What follows belongs to an exercise in optimizing a design on an open flow for small area; a production flow would make more cautious choices. Function was checked by simulation only, so behaviour that the tests miss may differ from the original. Power and IR drop assume default switching activity.

### flow/design.v
module spi_mtc (
    input             clk,
    input             rst,
    input             cmd0_valid,
    input      [31:0] cmd0_word,
    output            cmd0_ready,
    output            rsp0_valid,
    output     [31:0] rsp0_word,
    input             cmd1_valid,
    input      [31:0] cmd1_word,
    output            cmd1_ready,
    output            rsp1_valid,
    output     [31:0] rsp1_word,
    output            cs_rtc,
    output            cs_sns,
    output            cs_lcd,
    output            lcd_rs,
    output            spi_cpol,
    output            spi_cpha,
    output     [3:0]  spi_clksel,
    output            sh_start,
    output     [7:0]  sh_tx,
    input             sh_done,
    input      [7:0]  sh_rx,
    output            mem_en,
    output            mem_we,
    output     [7:0]  mem_addr,
    output     [7:0]  mem_wdata,
    input      [7:0]  mem_rdata
);
    localparam [3:0] S_IDLE  = 4'd0,  S_PWR   = 4'd1,  S_TCFG  = 4'd2,  S_TSEL  = 4'd3,
                     S_SETUP = 4'd4,  S_XPRE  = 4'd5,  S_XMEM  = 4'd6,  S_WAIT  = 4'd7,
                     S_XPOST = 4'd8,  S_WARM  = 4'd9,  S_HOLD  = 4'd10, S_DESEL = 4'd11,
                     S_SETTLE= 4'd12, S_RESP  = 4'd13;
    reg        pend0, pend1;
    reg [27:0] s0, s1;
    reg        sel, owner;
    reg [3:0]  st;
    reg [3:0]  dly;
    reg [6:0]  idx;
    reg        xf;
    reg [1:0]  dev;
    reg        csel;
    reg        rs;
    reg        done;
    reg [7:0]  rxh;
    wire [27:0] w  = sel ? s1 : s0;
    wire [3:0]  op = w[27:24];
    wire [7:0]  c  = w[23:16];
    wire [7:0]  a  = w[15:8];
    wire [7:0]  b  = w[7:0];
    wire        pend_w = sel ? pend1 : pend0;
    wire cz = (c == 8'd0), az = (a == 8'd0), bz = (b == 8'd0);
    reg legal;
    always @(*) begin
        case (op)
            4'd1:                   legal = cz;
            4'd2:                   legal = cz & bz;
            4'd3, 4'd4, 4'd12:      legal = 1'b1;
            4'd5, 4'd7, 4'd8, 4'd11: legal = cz & az & bz;
            4'd6, 4'd9, 4'd10, 4'd13: legal = cz & az;
            default:                legal = 1'b0;
        endcase
    end
    wire [8:0] cpb = {1'b0, c} + {1'b0, b};
    reg bad;
    always @(*) begin
        case (op)
            4'd3, 4'd4: bad = bz | (cpb > 9'd256);
            4'd12:      bad = (c > 8'd240) | (a > 8'd240) | (b > 8'd240);
            4'd13:      bad = (b > 8'd4);
            default:    bad = 1'b0;
        endcase
    end
    wire is_imm_op = (op == 4'd6) | (op == 4'd13);
    wire bus       = legal & ~bad & ~is_imm_op;
    wire owned = (st != S_IDLE);
    wire act   = owned & (sel == owner);
    wire op_wr   = (op == 4'd1);
    wire op_rd   = (op == 4'd2);
    wire op_bwr  = (op == 4'd3);
    wire op_brd  = (op == 4'd4);
    wire op_time = (op == 4'd5);
    wire op_scfg = (op == 4'd7);
    wire op_sns  = (op == 4'd8);
    wire op_lcmd = (op == 4'd9);
    wire op_ldat = (op == 4'd10);
    wire op_init = (op == 4'd11);
    wire op_draw = (op == 4'd12);
    wire op_blk  = op_bwr | op_brd;
    wire is_rtc  = (op <= 4'd5);
    wire is_sns  = op_scfg | op_sns;
    wire [1:0] t_dev    = is_rtc ? 2'd0 : is_sns ? 2'd1 : 2'd2;
    wire       draw_dat = op_draw & (idx[4:0] != 5'd0);
    wire       t_rs     = op_ldat | draw_dat;
    wire       need_mem = (op_bwr & xf) | draw_dat;
    function [7:0] init_seq(input [3:0] j);
        case (j)
            4'd0: init_seq = 8'h39;
            4'd1: init_seq = 8'h39;
            4'd2: init_seq = 8'h1E;
            4'd3: init_seq = 8'h55;
            4'd4: init_seq = 8'h6C;
            4'd5: init_seq = 8'h7F;
            4'd6: init_seq = 8'h0C;
            4'd7: init_seq = 8'h01;
            default: init_seq = 8'h06;
        endcase
    endfunction
    reg [7:0] tx_w;
    always @(*) begin
        case (op)
            4'd1:        tx_w = xf ? b : {1'b1, a[6:0]};
            4'd2, 4'd4:  tx_w = xf ? 8'h00 : {1'b0, a[6:0]};
            4'd3:        tx_w = {1'b1, a[6:0]};
            4'd5:        tx_w = xf ? 8'h00 : {6'd0, idx[1:0] == 2'd0, idx[1:0] == 2'd1};
            4'd9, 4'd10: tx_w = b;
            4'd11:       tx_w = init_seq(idx[3:0]);
            4'd12:       tx_w = {2'b10, idx[6:5], 4'h0};
            default:     tx_w = 8'h00;
        endcase
    end
    wire in_xpre   = act & (st == S_XPRE);
    wire in_xpost  = act & (st == S_XPOST);
    wire settle_ok = act & (st == S_SETTLE) & dly[3];
    wire in_resp   = act & (st == S_RESP);
    wire sns_last  = (idx[1:0] == 2'd3);
    wire b_one     = (b == 8'd1);
    wire more_x    = ((op_wr | op_rd | op_time) & ~xf) |
                     (op_blk & (~xf | ~b_one)) |
                     (op_sns & ~sns_last);
    wire line_end  = (idx[4:0] == 5'd16);
    wire more_t    = (op_time & (idx[1:0] != 2'd2)) |
                     (op_init & (idx[3:0] != 4'd8)) |
                     (op_draw & ~(line_end & idx[6:5] == 2'd2));
    wire sh_mem    = (st == S_XMEM);
    assign sh_start = (in_xpre & ~need_mem) | sh_mem;
    assign sh_tx    = sh_mem ? mem_rdata : tx_w;
    wire mem_wr    = in_xpost & op_brd & xf;
    assign mem_en    = (in_xpre & need_mem) | mem_wr;
    assign mem_we    = (st == S_XPOST);
    assign mem_addr  = c;
    assign mem_wdata = rxh;
    wire shift = (in_xpost & ((op_time & xf) | (op_sns & ~sns_last))) |
                 (settle_ok & op_draw & line_end);
    wire incc  = in_xpost & ((op_blk & xf) | draw_dat);
    wire decb  = in_xpost & op_blk & xf;
    wire upd   = shift | incc;
    wire [23:0] w_next = shift ? {a, b, rxh} : {incc ? c + 8'd1 : c, a, decb ? b - 8'd1 : b};
    wire imm_rsp  = pend_w & ~bus & ~act;
    wire rsp_any  = imm_rsp | in_resp;
    assign rsp0_valid = rsp_any & ~sel;
    assign rsp1_valid = rsp_any & sel;
    assign cmd0_ready = ~pend0 | rsp0_valid;
    assign cmd1_ready = ~pend1 | rsp1_valid;
    wire acc0 = cmd0_valid & cmd0_ready;
    wire acc1 = cmd1_valid & cmd1_ready;
    assign cs_rtc = csel & (dev == 2'd0);
    assign cs_sns = ~(csel & (dev == 2'd1));
    assign cs_lcd = ~(csel & (dev == 2'd2));
    assign lcd_rs = rs;
    assign spi_cpol   = ~dev[0];
    assign spi_cpha   = ~dev[0];
    assign spi_clksel = 4'd0;
    wire [3:0] op_other = sel ? s0[27:24] : s1[27:24];
    reg [9:0] cr;
    always @(*) begin
        case (b[2:0])
            3'd0:    cr = {dev, 6'd0, ~dev[0], ~dev[0]};
            3'd1:    cr = {8'd0, st == S_WAIT, done};
            3'd2:    cr = {2'd0, rxh};
            3'd3:    cr = {6'd0, lcd_rs, cs_lcd, cs_sns, cs_rtc};
            default: cr = owned ? {2'd0, op_other, 2'b00, owner, 1'b1} : 10'd0;
        endcase
    end
    wire [7:0] fmt = {1'b0, b[7:4], 3'b000} + {3'b000, b[7:4], 1'b0} + {4'd0, b[3:0]};
    reg [27:0] bus_data;
    always @(*) begin
        case (op)
            4'd2:    bus_data = {20'd0, rxh};
            4'd5:    bus_data = {4'd0, c, a, b};
            4'd8:    bus_data = {c[5:0], a, b, rxh[7:2]};
            default: bus_data = 28'd0;
        endcase
    end
    wire        ok_imm   = legal & ~bad;
    wire [27:0] imm_data = ~ok_imm ? 28'd0 : op[3] ? {18'd0, cr} : {20'd0, fmt};
    wire [31:0] rsp_word = act ? {4'd0, bus_data}
                               : {2'b00, legal & bad, ~legal, imm_data};
    assign rsp0_word = rsp_word;
    assign rsp1_word = rsp_word;
    wire [3:0] op_in0 = (cmd0_word[27:24] == 4'd0) ? cmd0_word[31:28] : 4'd0;
    wire [3:0] op_in1 = (cmd1_word[27:24] == 4'd0) ? cmd1_word[31:28] : 4'd0;
    always @(posedge clk) begin
        if (acc0)
            s0 <= {op_in0, cmd0_word[23:0]};
        else if (upd & ~sel)
            s0[23:0] <= w_next;
        if (acc1)
            s1 <= {op_in1, cmd1_word[23:0]};
        else if (upd & sel)
            s1[23:0] <= w_next;
    end
    always @(posedge clk) begin
        if (rst) begin
            pend0 <= 1'b0;
            pend1 <= 1'b0;
        end else begin
            if (acc0) pend0 <= 1'b1;
            else if (rsp0_valid) pend0 <= 1'b0;
            if (acc1) pend1 <= 1'b1;
            else if (rsp1_valid) pend1 <= 1'b0;
        end
    end
    always @(posedge clk) begin
        dly <= dly + 4'd1;
        if (rst) begin
            st   <= S_IDLE;
            sel  <= 1'b0;
            dev  <= 2'd3;
            csel <= 1'b0;
            rs   <= 1'b0;
            done <= 1'b0;
            rxh  <= 8'h00;
        end else begin
            sel <= ~sel;
            case (st)
                S_IDLE: begin
                    if (pend_w & bus) begin
                        owner <= sel;
                        idx   <= 7'd0;
                        dly   <= 4'd0;
                        xf    <= 1'b0;
                        if (op_init)
                            st <= S_PWR;
                        else if (op_scfg) begin
                            dev  <= 2'd1;
                            done <= 1'b0;
                            st   <= S_RESP;
                        end else
                            st <= S_TCFG;
                    end
                end
                S_PWR: begin
                    if (dly == 4'd15) idx <= idx + 7'd1;
                    if (act & (idx[3:0] == 4'd10)) begin
                        idx <= 7'd0;
                        st  <= S_TCFG;
                    end
                end
                S_TCFG: if (act) begin
                    dev <= t_dev;
                    if (t_dev == 2'd2) rs <= t_rs;
                    xf  <= 1'b0;
                    st  <= S_TSEL;
                end
                S_TSEL: begin
                    csel <= 1'b1;
                    dly  <= 4'd0;
                    st   <= S_SETUP;
                end
                S_SETUP: if (dly[2]) st <= S_XPRE;
                S_XPRE: if (act) begin
                    if (need_mem)
                        st <= S_XMEM;
                    else begin
                        done <= 1'b0;
                        st   <= S_WAIT;
                    end
                end
                S_XMEM: begin
                    done <= 1'b0;
                    st   <= S_WAIT;
                end
                S_WAIT: if (sh_done) begin
                    rxh  <= sh_rx;
                    done <= 1'b1;
                    st   <= S_XPOST;
                end
                S_XPOST: if (act) begin
                    if (op_rd | op_brd | op_time | op_sns | op_ldat | op_draw)
                        done <= 1'b0;
                    xf  <= 1'b1;
                    dly <= 4'd0;
                    if (op_sns) idx <= idx + 7'd1;
                    if (more_x)
                        st <= (op_sns & (idx[1:0] == 2'd0)) ? S_WARM : S_XPRE;
                    else
                        st <= S_HOLD;
                end
                S_WARM: if (dly[3] & dly[2]) st <= S_XPRE;
                S_HOLD: if (dly[2]) st <= S_DESEL;
                S_DESEL: begin
                    csel <= 1'b0;
                    dly  <= 4'd0;
                    st   <= S_SETTLE;
                end
                S_SETTLE: if (settle_ok) begin
                    if (more_t) begin
                        if (op_draw & line_end)
                            idx <= {idx[6:5] + 2'd1, 5'd0};
                        else
                            idx <= idx + 7'd1;
                        st <= S_TCFG;
                    end else
                        st <= S_RESP;
                end
                S_RESP: if (act) begin
                    sel <= 1'b0;
                    st  <= S_IDLE;
                end
                default: st <= S_IDLE;
            endcase
        end
    end
endmodule
### flow/flow/run.sh
#!/bin/bash
# Standard ORFS layout, with two changes: ports are buffered with the smallest
# buffer (buf_1) instead of the default pick, and CTS inserts no dummy loads.
set -euo pipefail
bash standard.sh \
  "BUFFER_PORTS_ARGS=-buffer_cell sky130_fd_sc_hd__buf_1" \
  "CTS_ARGS=-sink_clustering_enable -repair_clock_nets -dont_use_dummy_load" \
  finish > orfs_make.log 2>&1
### flow/standard.sh
#!/bin/bash
# synth_recipe.tcl (not shown) runs the flow's synth.tcl, then flattens the netlist and writes it again
# the make line also repeats each setting of config.mk as NAME=value (left out here)
make -C /OpenROAD-flow-scripts/flow DESIGN_CONFIG=/design/flow/config.mk WORK_HOME=/design/flow/orfs CLKGATE_MAP_FILE= SYNTH_SCRIPT=/design/flow/synth_recipe.tcl "${@:-finish}"
### flow/config.mk
export PLATFORM = sky130hd
export DESIGN_NAME = spi_mtc
export DESIGN_NICKNAME = spi_mtc
export VERILOG_FILES = /design/flow/design.v
export SDC_FILE = /design/flow/constraint.sdc
export NUM_CORES = 4
export LEC_CHECK = 0
export ABC_AREA = 1
export CAP_MARGIN = 20
export CORE_MARGIN = 2
export CORE_UTILIZATION = 40
export PLACE_DENSITY = 0.6
export SLEW_MARGIN = 20
### flow/constraint.sdc
create_clock -name core_clock -period 8.0 [get_ports {clk}]
set_input_delay 1.6000 -clock core_clock [delete_from_list [all_inputs] [get_ports {clk}]]
set_output_delay 1.6000 -clock core_clock [all_outputs]
set_load 0.01 [all_outputs]
==> results of run 1 <==
## worst max-delay path, stage by stage, from the launching register on
cell and delay, ns:
dfxtp_2 0.33, buf_4 0.43, o21ai_0 0.23, inv_1 0.26, ha_1 0.24, fa_1 0.41, or2_2 0.28, nor2_1 0.12
nand2_1 0.06, nor2_1 0.08, nand2_1 0.05, nor2_1 0.08, nand2_1 0.06, nand2_1 0.07, nand2_1 0.07, a21oi_2 0.16
and2_4 0.18, inv_1 0.05, nor2_1 0.50, o211ai_1 0.18, o21ai_0 0.15, buf_1 0.18
## cell families after synthesis
family                   count (synthesis)  synth area share
flip-flops                              96             0.315
adder cells (fa/ha/maj)                 32            0.0517
buffers and inverters                  231             0.134
XOR/XNOR                                14            0.0159
AND/OR/NAND/NOR                        621             0.325
other                                    1          0.000459
AO/OA/AOI/OAI                          219             0.158
## worst paths after layout
check	startpoint	end
setup / recovery	sel$_SDFF_PP0_	rsp0_word[6]
hold / removal	done$_SDFFE_PP0P_	done$_SDFFE_PP0P_
hold reg to reg	done$_SDFFE_PP0P_	done$_SDFFE_PP0P_
setup reg to reg	sel$_SDFF_PP0_	s0[3]$_DFFE_PP_
## power by group
group | switching, uW | internal (uW) | total, uW
registers | 60.3 | 643 | 703
logic | 683 | 286 | 970
clock network | 179 | 199 | 378
total | 923 | 1130 | 2050
## area by class of cell
class	count	area [sq um]
Multi-Input combinational cell	894	4540
Sequential cell	96	2570
Clock buffer	9	225
Timing Repair Buffer	191	754
Fill cell	2206	11200
Tap cell	270	338
Inverter	150	563
## per-stage QoR
step / std cells / utilization / cell area (sq um) / setup WS (ns)
final: 1610 / 0.446 / 9000 / 1.82
after global routing: 1610 / 0.446 / 9000 / 1.40
after CTS: 1610 / 0.446 / 9000 / 1.85
after detailed placement: 1601 / 0.435 / 8770 / 2.24
after global placement: 1601 / 0.435 / 8770 / 2.28
after floorplan: 1221 / - / 8200 / 2.55
## cells in the final DEF (no fill, tap or decap), types with 5 or more instances in the layout
cell,count
a21oi_1,62
a21oi_2,5
a221oi_1,7
buf_1,181
buf_4,10
clkbuf_16,9
conb_1,8
dfxtp_1,30
edfxtp_1,65
ha_1,29
inv_1,139
inv_2,10
nand2_1,356
nand2_2,16
nand3_1,88
nand4_1,15
nor2_1,101
nor2_2,6
nor3_1,16
o211ai_1,5
o21ai_0,75
o21ai_1,13
o21ai_2,5
o22ai_1,16
or2_2,5
xor2_1,12
## registers in the layout, indices dropped and copies added (netlist names), 2 cells and up, named ones only
register  count
s0           28
s1           28
rxh           8
idx           7
dly           4
st            4
dev           2
## metal layers
| layer | vias to the layer above | track usage |
|---|---|---|
| li1 | 4210 | - |
| met1 | 3940 | 0.344 |
| met2 | 385 | 0.400 |
| met3 | 51 | 0.0481 |
| met4 | 0 | 0.0918 |
| met5 | - | 0 |
==> results by group, run 1 <==
Routing
  • DRC: 0
  • Met2 wire length: 12500 microns
  • DRT Wirelength: 27500 microns
  • DR WL met3: 2220 microns
  • First drt pass iteration count: 6
  • WL met1: 12000 microns
  • Vias/cell: between 5 and 6
  • Max Used Layer: met4
  • Post-route antenna net violation count: 0
  • Violation count after the first detailed-route iteration: between 700 and 800
  • DR vias: 8586
  • DR WL/cell: 17.1 microns

STA
  • Fin crit share: 0.772
  • Setup violators final: 0
  • Final hold violation count: 0
  • Highest Clock Rate: 162 MHz
  • Final min period: 6.18 ns
  • RSZ-0062 raised after global routing: false
  • Headroom to the max-slew limit: 0.387
  • Clock skew: 0.0269 ns
  • Hold slack: about 0.47 ns
  • Max Transition Viols Final: 0
  • Setup TNS Final: 0 ns
  • Worst slew pin tran: 0.908 ns

Clocking
  • TritonCTS clock tree: done
  • Root Driver: clkbuf_16
  • H-tree levels: 3
  • Max clock buf depth: 2
  • Sink Count: 96
  • Clk latency of the worst-skew pair: ~0.37 ns
  • Post-CTS Setup Bufs: 0
  • Hold Buf Count CTS: 0
  • Worst-path clk slew: 0.06 ns
  • CTS Buf Count: 9
  • Post-CTS Resized: 0

Global routing
  • Wire length of the first global-routing pass: 42800 microns
  • Vias in the first global route: 7890
  • Largest net degree at the start of global routing: roughly 50
  • GRT overflow: 0
  • Gr usage total: 0.252
  • Initial antenna violation count: 0

Logic synthesis
  • Ys flop type: edfxtp_1
  • Avg Inst Size Synth: roughly 6.7 sq um
  • Yosys warning total: 1
  • Post-Syn Area: 8180 sq um
  • Top area cells in the synthesized netlist: edfxtp_1 (24%), nand2_1 (16%), dfxtp_1 (7.6%)
  • Synth top area share: 0.239
  • Cells after synthesis: 1214
  • Post-synthesis sequential area ratio: 0.315
  • Most frequent cells after synthesis: nand2_1 (356), inv_1 (139), nor2_1 (101)
  • Most frequent cell after synthesis: nand2_1
  • Post-synthesis register bit count: 96
  • Yosys cell types: 57
  • Yosys top cell by area: edfxtp_1
  • Number of flops mapped to enable cells by yosys: 65
  • Ys async rst share: 0

Setup path
  • WP data arrival: 4.58 ns
  • Reg2Reg Depth: 24
  • Crit path required time: between 6 and 7 ns
  • R2R Setup Slk: 3.19 ns
  • Worst-path fanout max: between 40 and 50
  • Startpoint class of the critical path: flip-flop
  • CP Capture Type: output port
  • Critical path class: flip-flop to output port

Layout
  • Layout cells sized above 1: 0.0604
  • P&R area growth vs syn: 10.0%
  • N_diodes: 0
  • Nets@finish: 1459

Floorplanning
  • Row cnt: 52
  • DIE WIDTH: 147 microns
  • Effective utilization at floorplan: 0.405
  • Die H: 147 microns
  • Core area: 20200 sq um
  • I/O Pins: 190
  • Full die area: 21600 sq um

Min path
  • Hold depth: 2
  • Hold WC Path Type: flip-flop to flip-flop

Placement
  • RD Place Congestion: 0.922
  • IO Port Bufs: 181
  • DP Wirelength: 21100 microns

Power and ir drop
  • Total chip power: 2050 uW
  • Worst VDD drop: 0.117 mV
  • Leakage power: 0.00393 uW
  • Cell Pwr Density: 228 nW/um^2

Run status
  • Status: complete, no violations

Job
  • Max-cap violations: 0
==> run 2: changes to the inputs <==
==> flow/run.sh (new file) <==
#!/bin/bash
# synth_recipe.tcl (not shown) runs the flow's synth.tcl, then flattens the netlist and writes it again
# the make line also repeats each setting of config.mk as NAME=value (left out here)
make -C /OpenROAD-flow-scripts/flow DESIGN_CONFIG=/design/flow/config.mk WORK_HOME=/design/flow/orfs CLKGATE_MAP_FILE= SYNTH_SCRIPT=/design/flow/synth_recipe.tcl finish
removed: flow/flow/run.sh
removed: flow/standard.sh
==> run 2 against run 1 <==
  * Still clean
  * Combinational power rose by about 10%
  * Core utilization rose by 6.1 points
  * Routed wire length rose by 3.3%
  * Critical path type unchanged
  * Critical endpoint is now rsp0_word[7]
==> results by group, run 2 <==
Logic synthesis
  • Ys async rst share: 0 (unchanged)
  • Number of flops mapped to enable cells by yosys: 65 (unchanged)
  • Yosys warning total: 1 (unchanged)
  • Synth top area share: 0.239 (unchanged)
  • Post-synthesis register bit count: 96 (unchanged)
  • Yosys top cell by area: edfxtp_1 (unchanged)
  • Post-synthesis sequential area ratio: 0.315 (unchanged)
  • Yosys cell types: 57 (unchanged)
  • Top area cells in the synthesized netlist: edfxtp_1 (24%), nand2_1 (16%), dfxtp_1 (7.6%) (unchanged)
  • Avg Inst Size Synth: 6.74 sq um (unchanged)
  • Most frequent cells after synthesis: nand2_1 (356), inv_1 (139), nor2_1 (101) (unchanged)
  • Post-Syn Area: 8180 sq um (unchanged)
  • Cells after synthesis: 1214 (unchanged)
  • Ys flop type: edfxtp_1 (unchanged)
  • Most frequent cell after synthesis: nand2_1 (unchanged)

Run status
  • Status: complete, no violations (unchanged)

Placement
  • IO Port Bufs: 181 (unchanged)
  • DP Wirelength: 21300 microns (was 21100 microns)
  • RD Place Congestion: 0.922 (about the same)
  • Placement Setup Slack: 1.79 ns (was 2.24 ns)

Clocking
  • Post-CTS Setup Bufs: 0 (unchanged)
  • Post-CTS Resized: 0 (unchanged)
  • Worst-path clk slew: 0.07 ns (was 0.06 ns)
  • Max clock buf depth: 2 (unchanged)
  • CTS Buf Count: 9 (unchanged)
  • TritonCTS clock tree: done (unchanged)
  • Hold Buf Count CTS: 0 (unchanged)
  • Clk latency of the worst-skew pair: 0.36 ns (was 0.37 ns)
  • Sink Count: 96 (unchanged)
  • H-tree levels: 3 (unchanged)
  • Root Driver: clkbuf_16 (unchanged)

Layout
  • N_diodes: 0 (unchanged)
  • Layout cells sized above 1: 0.0632 (was 0.0604)
  • Commonest cells after routing, fill and taps aside: nand2_1 (356), clkdlybuf4s50_1 (181), inv_1 (139) (was nand2_1 (356), buf_1 (181), inv_1 (139))
  • Commonest non-fill, non-tap cell in the layout: nand2_1 (unchanged)
  • P&R area growth vs syn: 25.1% (was 10.0%)
  • Biggest regs: s0 x28, s1 x28, rxh x8 (unchanged)
  • Nets@finish: 1458 (was 1459)

Setup path
  • CP cell instances: buf_4, o21ai_0, inv_1, ha_1, fa_1, or2_2, nor2_1, nand2_1, nor2_1, nand2_1, nor2_1, nand2_1, nand2_1, nand2_1, a21oi_2, and2_4, inv_1, nor2_1, nand2_1, o21ai_0, clkdlybuf4s50_1 (was buf_4, o21ai_0, inv_1, ha_1, fa_1, or2_2, nor2_1, nand2_1, nor2_1, nand2_1, nor2_1, nand2_1, nand2_1, nand2_1, a21oi_2, and2_4, inv_1, nor2_1, o211ai_1, o21ai_0, buf_1)
  • Crit path required time: 6.40 ns (about the same)
  • CP Capture Type: output port (unchanged)
  • WP data arrival: 5.08 ns (was 4.58 ns)
  • Max incr delay on CP: 0.67 ns (was 0.50 ns)
  • CP most frequent cell: nand2_1 (unchanged)
  • Critical path class: flip-flop to output port (unchanged)
  • Worst-path fanout max: 48 (unchanged)
  • Startpoint class of the critical path: flip-flop (unchanged)
  • CP max-delay cell: clkdlybuf4s50_1 (was nor2_1)

STA
  • Highest Clock Rate: 150 MHz (was 162 MHz)
  • Final hold violation count: 0 (unchanged)
  • Clock skew: 0.0189 ns (was 0.0269 ns)
  • Max Transition Viols Final: 0 (unchanged)
  • Fin crit share: 0.835 (was 0.772)
  • Final min period: 6.68 ns (was 6.18 ns)
  • Headroom to the max-slew limit: 0.347 (was 0.387)
  • Setup violators final: 0 (unchanged)
  • Worst slew pin tran: 0.976 ns (was 0.908 ns)
  • Worst Setup Slack, final: 1.32 ns (was 1.82 ns)
  • RSZ-0062 raised after global routing: false (unchanged)
  • Setup TNS Final: 0 ns (unchanged)

Routing
  • Post-route antenna net violation count: 0 (unchanged)
  • DR vias: 8575 (was 8586)
  • First drt pass iteration count: 5 (was 6)
  • DR WL/cell: 17.6 microns (was 17.1 microns)
  • DRT Wirelength: 28400 microns (was 27500 microns)
  • Violation count after the first detailed-route iteration: 757 (was 737)
  • DRC: 0 (unchanged)
  • Vias/cell: 5.31 (was 5.33)

Power and ir drop
  • Total chip power: 2270 uW (was 2050 uW)
  • Cell Pwr Density: 222 nW/um^2 (was 228 nW/um^2)
  • Leakage power: 0.00443 uW (was 0.00393 uW)
  • Worst VDD drop: 0.135 mV (was 0.117 mV)

Floorplanning
  • I/O Pins: 190 (unchanged)
  • Core area: 20200 sq um (unchanged)
  • DIE WIDTH: 147 microns (unchanged)
  • Die H: 147 microns (unchanged)
  • Row cnt: 52 (unchanged)
  • Full die area: 21600 sq um (unchanged)
  • Effective utilization at floorplan: 0.405 (unchanged)

Global routing
  • GRT overflow: 0 (unchanged)
  • Met3 Use GR: 0.0351 (was 0.0481)
  • Initial antenna violation count: 0 (unchanged)
  • Most Crowded Layer GR: met2 (unchanged)
  • Wire length of the first global-routing pass: 44200 microns (was 42800 microns)
  • Grt met2 use: 0.415 (was 0.400)
  • Largest net degree at the start of global routing: 49 (unchanged)
  • Vias in the first global route: 8045 (was 7890)
  • Gr usage total: 0.259 (was 0.252)
  • GR Util met1: 0.360 (was 0.344)

Min path
  • Hold WC Path Type: flip-flop to flip-flop (unchanged)

Job
  • Max-cap violations: 0 (unchanged)
## run 2: changes by cell type in the layout (fill, tap and decap cells not counted), sizes merged
cell | previous run | this run
buf | 191 | 9
clkdlybuf4s50 | 0 | 181
inv | 149 | 153
bufinv | 0 | 2
clkinv | 1 | 2
## run 2: power breakdown
part           switching (uW)  internal [uW]  leakage (uW)
clock network             218            281      0.000163
registers                59.3            642      0.000887
logic                     687            379       0.00338
## run 2: final timing paths
kind,startpoint,endpoint,slack (ns),cells after the start
worst min register to register,done$_SDFFE_PP0P_,done$_SDFFE_PP0P_,0.48,2
worst min-delay path,done$_SDFFE_PP0P_,done$_SDFFE_PP0P_,0.48,2
worst max-delay path,sel$_SDFF_PP0_,rsp0_word[7],1.32,21
worst max register to register,sel$_SDFF_PP0_,s1[2]$_DFFE_PP_,2.98,24
## run 2: stage by stage
stage / hold WS, ns / cell area [sq um] / util / cells
after CTS: 0.476 / 10200 / 0.507 / 1616
after global placement: 0.460 / 9890 / 0.491 / 1600
after detailed placement: 0.466 / 9890 / 0.491 / 1600
after floorplan: 0.439 / 8200 / - / 1221
after global routing: 0.509 / 10200 / 0.507 / 1616
final: 0.475 / 10200 / 0.507 / 1616
## run 2: routing by layer
| metal | vias up | wire [microns] |
|---|---|---|
| li1 | 4216 | - |
| met1 | 3927 | 12900 |
| met2 | 382 | 12600 |
| met3 | 50 | 2020 |
| met4 | 0 | 816 |
| met5 | - | 0 |
## run 2: kinds of logic after synthesis
family          Yosys count  synth area share
simple gates            621             0.325
fa+ha+maj                32            0.0517
buf+inv                 231             0.134
compound gates          219             0.158
flops                    96             0.315
xor+xnor                 14            0.0159
other cells               1          0.000459
## run 2: area by class of cell
class                           count  area, sq um
Sequential cell                    96         2570
Inverter                          150          563
Timing Repair Buffer              190         1880
Multi-Input combinational cell    894         4540
Clock buffer                        9          225
Tap cell                          270          338
Clock inverter                      7          106
Fill cell                        2043         9940
## run 2: worst max-delay path, delay by kind of cell, from the launching register on
kind / cells / cell delay (ns)
AND/OR/NAND/NOR: 12 / 1.64
AO/OA/AOI/OAI: 3 / 0.60
flip-flops: 1 / 0.35
buffers and inverters: 4 / 1.46
adder cells (fa/ha/maj): 2 / 0.64

what the ideal ports hide:
Ports are ideal in the flow. The routed layouts listed here were re-timed in OpenROAD.
Step 1 sets driving cells, clkbuf_16 on the clock port and buf_2 on the other inputs (assumed; they add their load-dependent delay and slew).
Step 2, shift: input delay + t, output delay - t, t = (earliest + latest rising clock arrival at the registers) / 2. This alone moves slack from input paths to output paths.
a / b / c = ideal ports / drivers / drivers and shift; a / b = the first two.
run | t (ns) | setup WS [ns] | worst hold slack (ns) | worst setup path at the end | worst data-port slew with drivers (ns)
run 1 | 0.398 | 1.821 / 1.778 / 2.177 | 0.469 / 0.469 / 0.469 | register to output | 0.04
run 2 | 0.398 | 1.316 / 1.273 / 1.671 | 0.475 / 0.475 / 0.475 | register to output | 0.05
After both steps setup and hold are still met in every run listed.
